This design comes from an exercise in tuning for small area on the open sky130 flow, not from production work. In this exercise RTL edits were held to simulation tests only and were not proved equivalent to the original. Power and IR drop assume default switching activity.

## before
==> flow/design.v <==
module illum_rx (
    input  wire        clk,
    input  wire        rst,               
    input  wire        in_valid,
    input  wire [7:0]  in_data,
    input  wire        in_long,           
    input  wire        in_check_framing,  
    output reg         out_valid,
    output reg         out_long,
    output reg  [2:0]  out_err,
    output reg  [7:0]  out_bcc,
    output reg  [6:0]  out_head,
    output reg  [15:0] out_cmd,
    output reg  [31:0] out_param,
    output reg  [2:0]  out_status,
    output reg         out_low_battery,
    output wire        out_d1_absent,
    output reg         out_d1_neg,
    output reg  [13:0] out_d1_mant,
    output wire [3:0]  out_d1_exp,
    output wire        out_d2_absent,
    output reg         out_d2_neg,
    output reg  [13:0] out_d2_mant,
    output wire [3:0]  out_d2_exp,
    output wire        out_d3_absent,
    output reg         out_d3_neg,
    output reg  [13:0] out_d3_mant,
    output wire [3:0]  out_d3_exp
);
    localparam [7:0] STX = 8'h02;
    localparam [7:0] ETX = 8'h03;
    localparam [7:0] CR  = 8'h0D;
    localparam [7:0] LF  = 8'h0A;
    localparam [7:0] SP  = 8'h20;
    localparam [2:0] S_H1 = 3'b000;
    localparam [2:0] S_H2 = 3'b001;
    localparam [2:0] S_F1 = 3'b100;
    localparam [2:0] S_F2 = 3'b101;
    localparam [2:0] S_F3 = 3'b110;
    localparam [2:0] S_T  = 3'b010;
    reg [2:0] seg;
    reg [2:0] ph;
    reg       chk;       
    reg [3:0] e1, e2, e3;
    wire      sp_ok = e3[0];
    wire      sp_nx = is_sp & (p0 | sp_ok);
    assign out_d1_exp = e1;
    assign out_d2_exp = e2;
    assign out_d3_exp = e3;
    assign out_d1_absent = e1[3] & ~e1[2];
    assign out_d2_absent = e2[3] & ~e2[2];
    assign out_d3_absent = e3[3] & ~e3[2];
    wire [7:0] b = in_data;
    wire       is_dig = (b[7:4] == 4'h3) && (b[3:0] <= 4'd9);
    wire       is_sp  = (b == SP);
    wire p0 = ~ph[2] & ~ph[0];
    wire p1 = ~ph[1] &  ph[0];
    wire p2 = ~ph[2] &  ph[1];
    wire p3 =  ph[2] &  ph[0];
    wire p4 =  ph[1] & ~ph[0];
    wire p5 =  ph[2] & ~ph[1];
    wire in_h1 = (seg == S_H1);
    wire in_h2 = (seg == S_H2);
    wire in_f  = seg[2];
    wire in_t  = (seg == S_T);
    wire seg_end = (in_h2 & p2) | (in_t & p4) | p5;
    reg  [2:0] seg_nx;
    always @(*) begin
        case (seg)
            S_H1:    seg_nx = S_H2;
            S_H2:    seg_nx = out_long ? S_F1 : S_T;
            S_F1:    seg_nx = S_F2;
            S_F2:    seg_nx = S_F3;
            S_F3:    seg_nx = S_T;
            default: seg_nx = S_H1;
        endcase
    end
    always @(posedge clk) begin
        if (rst) begin
            seg       <= S_H1;
            ph        <= 3'b000;
            out_valid <= 1'b0;
        end else begin
            out_valid <= in_valid & in_t & p4;
            if (in_valid) begin
                if (seg_end) begin
                    seg <= seg_nx;
                    ph  <= 3'b000;
                end else begin
                    ph  <= {ph[1:0], ~ph[2]};
                end
            end
        end
    end
    wire        first = p1;
    wire [9:0]  x = out_d3_mant[9:0] & {10{~first}};
    wire [13:0] h;
    wire [13:0] cy;
    assign h[0]  = b[0];
    assign h[1]  = x[0] ^ b[1];
    assign cy[2] = x[0] & b[1];
    assign h[2]  = x[1] ^ b[2] ^ cy[2];
    assign cy[3] = ((x[1] & b[2]) | (x[1] & cy[2]) | (b[2] & cy[2])) | b[3];
    genvar gi;
    generate
        for (gi = 3; gi <= 10; gi = gi + 1) begin : g_fa
            wire a_ = x[gi-3];
            wire b_ = x[gi-1];
            assign h[gi]    = a_ ^ b_ ^ cy[gi];
            assign cy[gi+1] = (a_ & b_) | (a_ & cy[gi]) | (b_ & cy[gi]);
        end
    endgenerate
    assign h[11]  = x[8] ^ cy[11];
    assign cy[12] = x[8] & cy[11];
    assign h[12]  = x[9] ^ cy[12];
    assign h[13]  = x[9] & cy[12];
    wire [3:0] nib = p1 ? out_bcc[7:4] : out_bcc[3:0];
    wire       nib_let = nib[3] & (nib[2] | nib[1]);
    wire [2:0] nib_m1  = nib[2:0] - 3'd1;
    wire       hex_ok  = nib_let ? ((b[7:6] == 2'b01) && (b[4:3] == 2'b00) && (b[2:0] == nib_m1))
                                 : ((b[7:4] == 4'h3) && (b[3:0] == nib));
    wire meas_bad = (sp_ok & ~is_sp & ~p1) | (~is_dig & ~(sp_ok & is_sp));
    always @(posedge clk) begin
        if (in_valid) begin
            if (in_h1 & p0) begin
                out_long <= in_long;
                chk      <= in_check_framing;
            end
            if (in_h1 & p0)
                out_bcc <= 8'h00;
            else if (~(in_t & ~p0))
                out_bcc <= out_bcc ^ b;
            if (in_h1 & p2)
                out_head <= h[6:0];
            if ((in_h1 & (p3 | p4 | p5)) | in_h2)
                {out_cmd, out_param} <= {out_cmd[7:0], out_param, b};
            if (in_f & p0) begin
                out_d1_neg  <= out_d2_neg;
                out_d2_neg  <= out_d3_neg;
                out_d3_neg  <= (b == 8'h2D);
                out_d1_mant <= out_d2_mant;
                out_d2_mant <= out_d3_mant;
                e1 <= e2;
                e2 <= e3;
            end
            if ((p1 | p2 | p3 | p4) & ~in_t)
                out_d3_mant <= h;
            if (~in_t)
                e3[0] <= p5 ? b[0] : sp_nx;
            if (p5)
                e3[3:1] <= sp_nx ? 3'b100 : {~(b[3] ^ b[2]), ~b[2], b[1]};
            if (in_h1 & p0)
                out_err <= (in_check_framing && b != STX) ? 3'd1 : 3'd0;
            if (in_h1 & (p1 | p2) & ~is_dig & (out_err == 3'd0))
                out_err <= 3'd3;
            if (in_f & ~p0 & meas_bad & (out_err == 3'd0))
                out_err <= seg;
            if (in_t & (p1 | p2) & ~hex_ok & (out_err != 3'd1))
                out_err <= 3'd2;
            if (in_t & chk & ((p0 & b != ETX) | (p3 & b != CR) | (p4 & b != LF)))
                out_err <= 3'd1;
        end
    end
    wire [7:0] s1 = out_param[23:16];
    wire [7:0] s3 = out_param[7:0];
    always @(*) begin
        case (s1)
            8'h20, 8'h37: out_status = 3'd0;
            8'h35:        out_status = 3'd1;
            8'h31:        out_status = 3'd2;
            8'h32:        out_status = 3'd3;
            8'h33:        out_status = 3'd4;
            default:      out_status = 3'd7;
        endcase
        case (s3)
            8'h30, 8'h32: out_low_battery = 1'b0;
            8'h31, 8'h33: out_low_battery = 1'b1;
            default: begin
                out_low_battery = 1'b0;
                out_status      = 3'd7;
            end
        endcase
    end
endmodule
==> flow/config.mk <==
export PLATFORM = sky130hd
export DESIGN_NAME = illum_rx
export DESIGN_NICKNAME = illum_rx
export VERILOG_FILES = /design/flow/design.v
export SDC_FILE = /design/flow/constraint.sdc
export NUM_CORES = 4
export LEC_CHECK = 0
export CAP_MARGIN = 20
export CORE_MARGIN = 2
export CORE_UTILIZATION = 40
export SLEW_MARGIN = 20
==> flow/constraint.sdc <==
create_clock -name core_clock -period 10.0 [get_ports {clk}]
set_input_delay 2.0000 -clock core_clock [delete_from_list [all_inputs] [get_ports {clk}]]
set_output_delay 2.0000 -clock core_clock [all_outputs]
set_load 0.01 [all_outputs]
standard.sh (not shown) runs the stock make flow with config.mk's settings and CLKGATE_MAP_FILE= SYNTH_SCRIPT=/design/flow/synth_recipe.tcl, a recipe that flattens the netlist after the stock synthesis.
==> flow/flow/run.sh <==
#!/bin/bash
# Standard ORFS layout (the standard.sh, standard synthesis unchanged),
# with smaller cells for the port buffers and the clock tree, and no CTS
# dummy loads. Each step's full output stays in orfs/logs; make's own output
# goes to flow.log here. flow/downsize.tcl runs before the placement-stage
# repair_design.
set -euo pipefail
cd "$(dirname "$0")/.."
export BUFFER_PORTS_ARGS="-buffer_cell sky130_fd_sc_hd__buf_1"
export CTS_ARGS="-sink_clustering_enable -repair_clock_nets -dont_use_dummy_load -buf_list sky130_fd_sc_hd__clkbuf_4"
export DOWNSIZE_MAX_FANOUT=6
export PRE_GLOBAL_PLACE_TCL="$PWD/flow/downsize.tcl"
export PRE_RESIZE_TCL="$PWD/flow/downsize.tcl"
bash standard.sh finish > flow.log 2>&1
==> flow/flow/downsize.tcl <==
# Before the placement-stage repair: give combinational cells the smallest
# drive of their family, and keep that repair to small buffers; it then
# sizes up or buffers only where slew, capacitance or fanout need it.
set max_fanout $::env(DOWNSIZE_MAX_FANOUT)
set lib_cells {}
foreach lc [get_lib_cells sky130_fd_sc_hd__*] { lappend lib_cells [get_name $lc] }
set dont_use $::env(DONT_USE_CELLS)
set n 0
foreach inst [[ord::get_db_block] getInsts] {
  set m [[$inst getMaster] getName]
  if {![regexp {^(sky130_fd_sc_hd__[a-z0-9]+)_([0-9]+)$} $m -> fam drive]} continue
  if {[string match "*df*" $fam] || [string match "*clk*" $fam] || [string match "*tap*" $fam] || [string match "*conb*" $fam]} continue
  set fo 0
  foreach it [$inst getITerms] {
    if {[$it isOutputSignal] && [$it getNet] ne "NULL"} { set fo [expr {$fo + [llength [[$it getNet] getITerms]] - 1}] }
  }
  if {$fo > $max_fanout} continue
  set best $m
  set best_area [[$inst getMaster] getWidth]
  foreach d {0 1 2} {
    set c ${fam}_$d
    if {[lsearch -exact $lib_cells $c] < 0 || [lsearch -exact $dont_use $c] >= 0} continue
    set mm [[ord::get_db] findMaster $c]
    if {$mm eq "NULL"} continue
    if {[$mm getWidth] < $best_area} { set best $c; set best_area [$mm getWidth] }
  }
  if {$best ne $m} {
    replace_cell [$inst getName] $best
    incr n
  }
}
puts "downsize: replaced $n cells"
set_dont_use [get_lib_cells {sky130_fd_sc_hd__bufbuf_8 sky130_fd_sc_hd__bufbuf_16 sky130_fd_sc_hd__buf_6 sky130_fd_sc_hd__buf_8 sky130_fd_sc_hd__buf_12 sky130_fd_sc_hd__buf_16}]
#### Input delta (after over before)
--- a/flow/design.v
+++ b/flow/design.v
@@ -128,10 +128,12 @@
             end
             if (in_h1 & p0)
                 out_bcc <= 8'h00;
             else if (~(in_t & ~p0))
                 out_bcc <= out_bcc ^ b;
+            if (in_h1 & p1)
+                out_d3_mant <= h;
             if (in_h1 & p2)
                 out_head <= h[6:0];
             if ((in_h1 & (p3 | p4 | p5)) | in_h2)
                 {out_cmd, out_param} <= {out_cmd[7:0], out_param, b};
             if (in_f & p0) begin
@@ -141,12 +143,13 @@
                 out_d1_mant <= out_d2_mant;
                 out_d2_mant <= out_d3_mant;
                 e1 <= e2;
                 e2 <= e3;
             end
-            if ((p1 | p2 | p3 | p4) & ~in_t)
+            if (in_f & (p1 | p2 | p3 | p4)) begin
                 out_d3_mant <= h;
+            end
             if (~in_t)
                 e3[0] <= p5 ? b[0] : sp_nx;
             if (p5)
                 e3[3:1] <= sp_nx ? 3'b100 : {~(b[3] ^ b[2]), ~b[2], b[1]};
             if (in_h1 & p0)
==> run summary <==
- after: flow completed, timing, DRC and antenna clean
- Overall die height was higher in the run labelled before.
- Between before and after, the standby leakage power figures differ only marginally.
- Note that the largest voltage drop on the vdd net recorded for before amounts to 1.6 times the value seen in after.
- ~same global routing met3 resource utilization in after and before
- Comparing after with before, the clock latency reported for the late side of the worst-skew pair came out essentially unchanged.
- Diff before..after | multi-input combinational area share | negligible
- On portion of the clock cycle consumed by the worst path in the final layout: after sits above before.
- Routed wire length: after better than before

==> re-timing with driven ports <==
The results above use ideal ports. As a check the final layouts listed here were re-extracted and re-timed, cells and wires unchanged.
Step 1, drivers: a clkbuf_16 drives clk and a buf_2 each remaining input, both assumed.
Step 2 also shifts input and output timing later by t, the mid clock arrival at the registers, as if the neighbouring blocks saw the same clock.
Three values: no drivers, after step 1, after step 2; two values: the first two.
run	t (ns)	setup WS [ns]	hold slack, ns	slew at the worst register clock pin (ns)	worst slew at a driven data input, ns
before	0.524	3.924 / 3.919 / 3.396	0.440 / 0.440 / 0.440	0.12 / 0.12	0.04
after	0.528	3.828 / 3.821 / 3.294	0.425 / 0.425 / 0.425	0.10 / 0.10	0.05
After both steps setup and hold are still met in every run listed. The setup slack of after, which loses most, moves by -0.007 ns with the drivers and by -0.534 ns with both steps.
